This design comes from an exercise in tuning for small area, a short achievable clock period and few clock cycles per item on the open sky130 flow, not from production work. At most, simulation tests tie the RTL to the original design; equivalence was not proved.

Design lfo_tick, start of the top module:
module lfo_tick (
    input  wire        clk,
    input  wire        rst,
    input  wire        cmd_valid,
    output wire        cmd_ready,
    input  wire [1:0]  cmd_op,
    input  wire [31:0] cmd_arg,
    input  wire [31:0] cmd_x0,
    input  wire [31:0] cmd_x1,
    output reg         res_valid,
    output reg  [31:0] res_y0,
    output reg  [31:0] res_y1,
    output reg  [31:0] res_mult,
    output reg  [31:0] res_sins,
    output reg  [31:0] res_phase
);
export LEC_CHECK = 0
export ABC_AREA = 1
export CAP_MARGIN = 20
export CORE_MARGIN = 2
export CORE_UTILIZATION = 30
export SLEW_MARGIN = 20
export SYNTH_MEMORY_MAX_BITS = 65536
create_clock -name core_clock -period 24.0 [get_ports {clk}]
standard.sh (not shown) runs the stock make flow with config.mk's settings and CLKGATE_MAP_FILE= SYNTH_SCRIPT=/design/flow/synth_recipe.tcl, a recipe that flattens the netlist after the stock synthesis.
==> flow/flow/run.sh <==
#!/bin/bash
set -euo pipefail
MARGIN=$(cat flow/margin.txt)
bash standard.sh SETUP_SLACK_MARGIN=$MARGIN finish > layout.log 2>&1
==> flow/flow/margin.txt <==
17.7
Testbench counts at the start, summed over its fixed seeds: cycles 4,250, items 4,096.
Change:
--- a/flow/design.v
+++ b/flow/design.v
@@ -261,23 +261,23 @@
     input  wire [31:0] p,
     input  wire [31:0] q,
     output wire [25:0] ar,
     output wire        st,
     output wire        pswp,
     output wire        ok
 );
     wire [4:0] dd;
     fadd_pre u_pre (.a(p), .b(q), .swp(pswp), .dd(dd));
     wire [23:0] mr = pswp ? {|p[30:23], p[22:0]} : {|q[30:23], q[22:0]};
     falign u_al (.m(mr), .d(dd), .ar(ar), .st(st));
-    assign ok = (p[31] == q[31]) & ~(&p[30:23]) & ~(&q[30:23]);
+    assign ok = ~pswp & (p[31] == q[31]) & ~(&p[30:23]) & ~(&q[30:23]);
 endmodule
 module mul24x24(input [23:0] a, input [23:0] b, output [47:0] p);
   wire [27:0] bx = {3'd0, b, 1'b0};
   wire [25:0] ax = {1'b0, a, 1'b0};
   wire one0 = bx[1] ^ bx[0];
   wire two0 = (bx[2] & ~bx[1] & ~bx[0]) | (~bx[2] & bx[1] & bx[0]);
   wire neg0 = bx[2];
   wire nneg0 = ~bx[2];
   wire [24:0] pp0;
   genvar g0; generate for (g0 = 0; g0 <= 24; g0 = g0 + 1) begin : b0
     assign pp0[g0] = ((one0 & ax[g0+1]) | (two0 & ax[g0])) ^ neg0;
@@ -1239,51 +1239,54 @@
             rdy <= ~cv_n | (pst_n == P_IDLE);
         end
     end
     reg  [31:0] phase, pinc;
     reg  [25:0] par;       
     reg         pst_k;     
     reg         pswp;      
     reg         pok;       
     wire [31:0] pf_y;
     wire [1:0]  pf_k;
     wire        pf_ge, pf_ovf;
-    lfo_pfast u_pf (.a(pswp ? pinc : phase), .ar(par), .st(pst_k), .y(pf_y), .k(pf_k), .ge(pf_ge), .ovf(pf_ovf));
+    lfo_pfast u_pf (.a(phase), .ar(par), .st(pst_k), .y(pf_y), .k(pf_k), .ge(pf_ge), .ovf(pf_ovf));
     reg         pwr;
     wire [31:0] omg_w;
     wire ps_ge = ~omg_w[31] & (omg_w[30:0] >= TWO_PI_M) & ~((&omg_w[30:23]) & (|omg_w[22:0]));
     wire [25:0] al_ar;
     wire        al_st, al_swp, al_ok;
-    wire go_pinc  = go & (c_op == OP_PINC);
-    wire go_phase = go & (c_op == OP_PHASE);
-    lfo_palign u_al (.p(go_phase ? c_arg : phase), .q(go_pinc ? c_arg : pinc), .ar(al_ar), .st(al_st),
-                     .pswp(al_swp), .ok(al_ok));
+    lfo_palign u_al (.p(phase), .q(pinc), .ar(al_ar), .st(al_st), .pswp(al_swp), .ok(al_ok));
     reg [31:0] phase_n, pinc_n;
     always @(*) begin
         pst_n   = pst;
         phase_n = phase;
         pinc_n  = pinc;
         case (pst)
             P_IDLE: begin
                 if (cv) begin
                     case (c_op)
                         OP_TICK: begin
                             if (pok) begin
                                 phase_n = pf_y;
-                                pst_n   = pf_ge ? P_WAIT : (pswp ? P_AL : P_IDLE);
+                                pst_n   = pf_ge ? P_WAIT : P_IDLE;
                             end else begin
                                 pst_n   = P_WAIT;
                             end
                         end
-                        OP_PINC:  pinc_n  = c_arg;
-                        OP_PHASE: phase_n = c_arg;
+                        OP_PINC: begin
+                            pinc_n = c_arg;
+                            pst_n  = P_AL;
+                        end
+                        OP_PHASE: begin
+                            phase_n = c_arg;
+                            pst_n   = P_AL;
+                        end
                         default: ;
                     endcase
                 end
             end
             P_WAIT: pst_n = P_G1;
             P_G1:   pst_n = P_G2;
             P_G2:   pst_n = P_G3;
             P_G3: begin
                 phase_n = omg_w;
                 pst_n   = (~pwr & ps_ge) ? P_G1 : P_AL;
             end
@@ -1303,23 +1306,23 @@
             par   <= 26'd0;
             pst_k <= 1'b0;
             pwr   <= 1'b0;
         end else begin
             if (go_tick)
                 pwr <= pok;                        
             else if (pst == P_G3)
                 pwr <= 1'b1;
             pst   <= pst_n;
             phase <= phase_n;
             pinc  <= pinc_n;
-            if ((pst == P_AL) | go_pinc | go_phase) begin
+            if (pst == P_AL) begin
                 par   <= al_ar;
                 pst_k <= al_st;
                 pswp  <= al_swp;
                 pok   <= al_ok;
             end else if (go_tick & pok) begin
                 par   <= par_k;
                 pst_k <= pst_kk;
                 pok   <= ~pf_ovf;
             end
         end
     end
After rerunning: The new run went through all stages and came out clean; setup slack is better by 0.016 ns; core utilization came out lower by 0.35 points; cell count hardly moves; sequential share of layout area went up by 0.21 points; worst hold slack gets better by 0.0044 ns; register-to-register slack gets better by 0.08 ns; die area barely changes; clock skew came out lower by 0.055 ns; synthesized area barely changes; routed wire length went up by a few percent; final area decreases slightly.
Function not checked in the second run of this note: the RTL went through the layout flow alone.

* * *

lfo_tick, a different RTL version from the one above (not shown whole).
Size: about 19000 cells after synthesis, roughly 1700 flip-flops, about 260 I/O pins, about 140000 um^2 of cells after synthesis.
export LEC_CHECK = 0
export ABC_AREA = 1
export CAP_MARGIN = 20
export CORE_MARGIN = 2
export CORE_UTILIZATION = 30
export CTS_CLUSTER_DIAMETER = 80
export CTS_CLUSTER_SIZE = 30
export SLEW_MARGIN = 20
export SYNTH_MEMORY_MAX_BITS = 65536
create_clock -name core_clock -period 24.0 [get_ports {clk}]
==> flow/flow/run.sh <==
#!/bin/bash
set -euo pipefail
MARGIN=$(cat flow/margin.txt)
EXTRA=""
if [[ -f flow/extra.txt ]]; then EXTRA=$(cat flow/extra.txt); fi
bash standard.sh SETUP_SLACK_MARGIN=$MARGIN $EXTRA finish > layout.log 2>&1
==> flow/flow/extra.txt <==
REMOVE_ABC_BUFFERS=1
Scripts as last shown in full above: flow/flow/margin.txt
Testbench counts at the start, summed over its fixed seeds: cycles 4,306, items 4,096.
Rerun with:
--- a/flow/design.v
+++ b/flow/design.v
@@ -1677,73 +1677,85 @@
     localparam [1:0] OP_PHASE = 2'd2;
     localparam [31:0] ONE_F      = 32'h3F800000;
     localparam [30:0] TWO_PI_M   = 31'h40C90FDB;
     localparam [31:0] QNAN       = 32'h7FC00000;
     localparam [2:0] P_IDLE = 3'd0;    
     localparam [2:0] P_WAIT = 3'd1;    
     localparam [2:0] P_G1   = 3'd2;    
     localparam [2:0] P_G2   = 3'd3;    
     localparam [2:0] P_G3   = 3'd4;    
     localparam [2:0] P_AL   = 3'd5;    
     reg  [2:0]  pst;
     reg         rdy;
+    reg         cv;
+    reg  [1:0]  c_op;
+    reg  [31:0] c_arg, c_x0, c_x1;
     assign cmd_ready = rdy;
-    wire go      = cmd_valid & rdy;
-    wire go_tick = go & (cmd_op == OP_TICK);
+    wire acc = cmd_valid & rdy;
+    wire go  = cv & (pst == P_IDLE);
+    wire go_tick = go & (c_op == OP_TICK);
     reg  [2:0]  pst_n;
+    wire cv_n = acc | (cv & ~go);
     always @(posedge clk) begin
-        if (rst) rdy <= 1'b1;
-        else     rdy <= (pst_n == P_IDLE);
+        if (rdy) begin
+            c_op  <= cmd_op;
+            c_arg <= cmd_arg;
+            c_x0  <= cmd_x0;
+            c_x1  <= cmd_x1;
+        end
+        if (rst) begin
+            cv  <= 1'b0;
+            rdy <= 1'b1;
+        end else begin
+            cv  <= cv_n;
+            rdy <= ~cv_n | (pst_n == P_IDLE);
+        end
     end
     reg  [31:0] phase, pinc;
     reg  [25:0] par;       
     reg         pst_k;     
     reg         pswp;      
     reg         pok;       
     wire [31:0] pf_y;
     wire [1:0]  pf_k;
     wire        pf_ge, pf_ovf;
     lfo_pfast u_pf (.a(pswp ? pinc : phase), .ar(par), .st(pst_k), .y(pf_y), .k(pf_k), .ge(pf_ge), .ovf(pf_ovf));
     reg         pwr;
     wire [31:0] omg_w;
     wire ps_ge = ~omg_w[31] & (omg_w[30:0] >= TWO_PI_M) & ~((&omg_w[30:23]) & (|omg_w[22:0]));
     wire [25:0] al_ar;
     wire        al_st, al_swp, al_ok;
-    lfo_palign u_al (.p(phase), .q(pinc), .ar(al_ar), .st(al_st),
+    wire go_pinc  = go & (c_op == OP_PINC);
+    wire go_phase = go & (c_op == OP_PHASE);
+    lfo_palign u_al (.p(go_phase ? c_arg : phase), .q(go_pinc ? c_arg : pinc), .ar(al_ar), .st(al_st),
                      .pswp(al_swp), .ok(al_ok));
     reg [31:0] phase_n, pinc_n;
     always @(*) begin
         pst_n   = pst;
         phase_n = phase;
         pinc_n  = pinc;
         case (pst)
             P_IDLE: begin
-                if (cmd_valid) begin
-                    case (cmd_op)
+                if (cv) begin
+                    case (c_op)
                         OP_TICK: begin
                             if (pok) begin
                                 phase_n = pf_y;
                                 pst_n   = pf_ge ? P_WAIT : (pswp ? P_AL : P_IDLE);
                             end else begin
                                 pst_n   = P_WAIT;
                             end
                         end
-                        OP_PINC: begin
-                            pinc_n = cmd_arg;
-                            pst_n  = P_AL;
-                        end
-                        OP_PHASE: begin
-                            phase_n = cmd_arg;
-                            pst_n   = P_AL;
-                        end
+                        OP_PINC:  pinc_n  = c_arg;
+                        OP_PHASE: phase_n = c_arg;
                         default: ;
                     endcase
                 end
             end
             P_WAIT: pst_n = P_G1;
             P_G1:   pst_n = P_G2;
             P_G2:   pst_n = P_G3;
             P_G3: begin
                 phase_n = omg_w;
                 pst_n   = (~pwr & ps_ge) ? P_G1 : P_AL;
             end
             default: pst_n = P_IDLE;
@@ -1761,25 +1773,25 @@
             pswp  <= 1'b0;
             par   <= 26'd0;
             pst_k <= 1'b0;
             pwr   <= 1'b0;
         end else begin
             if (go_tick)
                 pwr <= pok;                        
             else if (pst == P_G3)
                 pwr <= 1'b1;
             pst   <= pst_n;
             phase <= phase_n;
             pinc  <= pinc_n;
-            if (pst == P_AL) begin
+            if ((pst == P_AL) | go_pinc | go_phase) begin
                 par   <= al_ar;
                 pst_k <= al_st;
                 pswp  <= al_swp;
                 pok   <= al_ok;
             end else if (go_tick & pok) begin
                 par   <= par_k;
                 pst_k <= pst_kk;
                 pok   <= ~pf_ovf;
             end
         end
     end
     reg [31:0] h1, h2, h3, h4, h5, h6, h7;
@@ -1810,27 +1822,27 @@
     wire [47:0] prod;
     lfo_cmul u_cm (.a({ph_nz, phase[22:0]}), .p(prod));
     reg [25:0] pr1;
     reg        lz1, sg1, sp1;
     reg [7:0]  e1;
     reg [31:0] g1, x01, x11;
     always @(posedge clk) begin
         pr1 <= prod[47:22];
         lz1 <= ~(|phase[21:0]);           
         e1  <= {phase[30:24], phase[23] | ~ph_nz};
         sg1 <= phase[31];
         sp1 <= &phase[30:23];
-        g1  <= cmd_arg;
-        x01 <= cmd_x0;
-        x11 <= cmd_x1;
+        g1  <= c_arg;
+        x01 <= c_x0;
+        x11 <= c_x1;
         s1  <= ~pok;
         r1  <= pok & pf_ge;
     end
     wire [9:0] n_w;
     wire       bad_w;
     lfo_idx u_idx (.pr(pr1), .lz(lz1), .e(e1), .sgn(sg1), .spec(sp1), .n(n_w), .bad(bad_w));
     wire       oswp_w;
     wire [4:0] odd_w;
     wire       bor1 = (pst == P_G1);
     wire [31:0] ob1 = pwr ? 32'hC0C90FDB : pinc;
     wire [31:0] oa1 = bor1 ? phase : ONE_F;
     wire [31:0] nb1 = bor1 ? {~ob1[31], ob1[30:0]} : g1;      
Outcome: Critical path depth stays the same. Cell area came out higher by 3.6%. Routed wire length came out higher by 5.3%. Cell count came out higher by 2.9%. Synthesized cell count came out higher by 2.3%.
The RTL of the second run of this note was laid out without a check of its function.

[what the ideal ports hide]
How much do the figures lean on ideal ports? The routed layouts below were timed once more, with nothing changed but the port constraints.
Step 1 assumes that a clkbuf_16 drives the clock port and a buf_2 every other input.
Step 2 adds t to the input delays and takes it off the output delays; t is the mean of the earliest and latest rising clock arrival at the registers after step 1. Input paths then give back, and output paths get back, about the clock's delay inside the block.
a / b / c = ideal ports / drivers / drivers and shift; a / b = the first two.
| run | shift t [ns] | setup slack, ns | clock arrival spread, ns | worst data-port slew with drivers (ns) | pins driven straight from the clock port |
|---|---|---|---|---|---|
| the first run of note 1 | 1.062 | 17.696 / 17.567 / 17.430 | 0.151 / 0.152 | 0.11 | 1 |
| the second run of note 1 | 1.044 | 17.712 / 17.587 / 17.070 | 0.105 / 0.105 | 0.12 | 1 |
| the first run of note 2 | 0.998 | 17.702 / 17.598 / 16.845 | 0.104 / 0.104 | 0.10 | 1 |
| the second run of note 2 | 1.058 | 17.654 / 17.552 / 17.578 | 0.156 / 0.156 | 0.10 | 1 |
After both steps setup and hold are still met in every run listed. For the first run of note 2, which loses most, drivers alone change the setup slack by -0.104 ns; drivers and shift together by -0.857 ns.
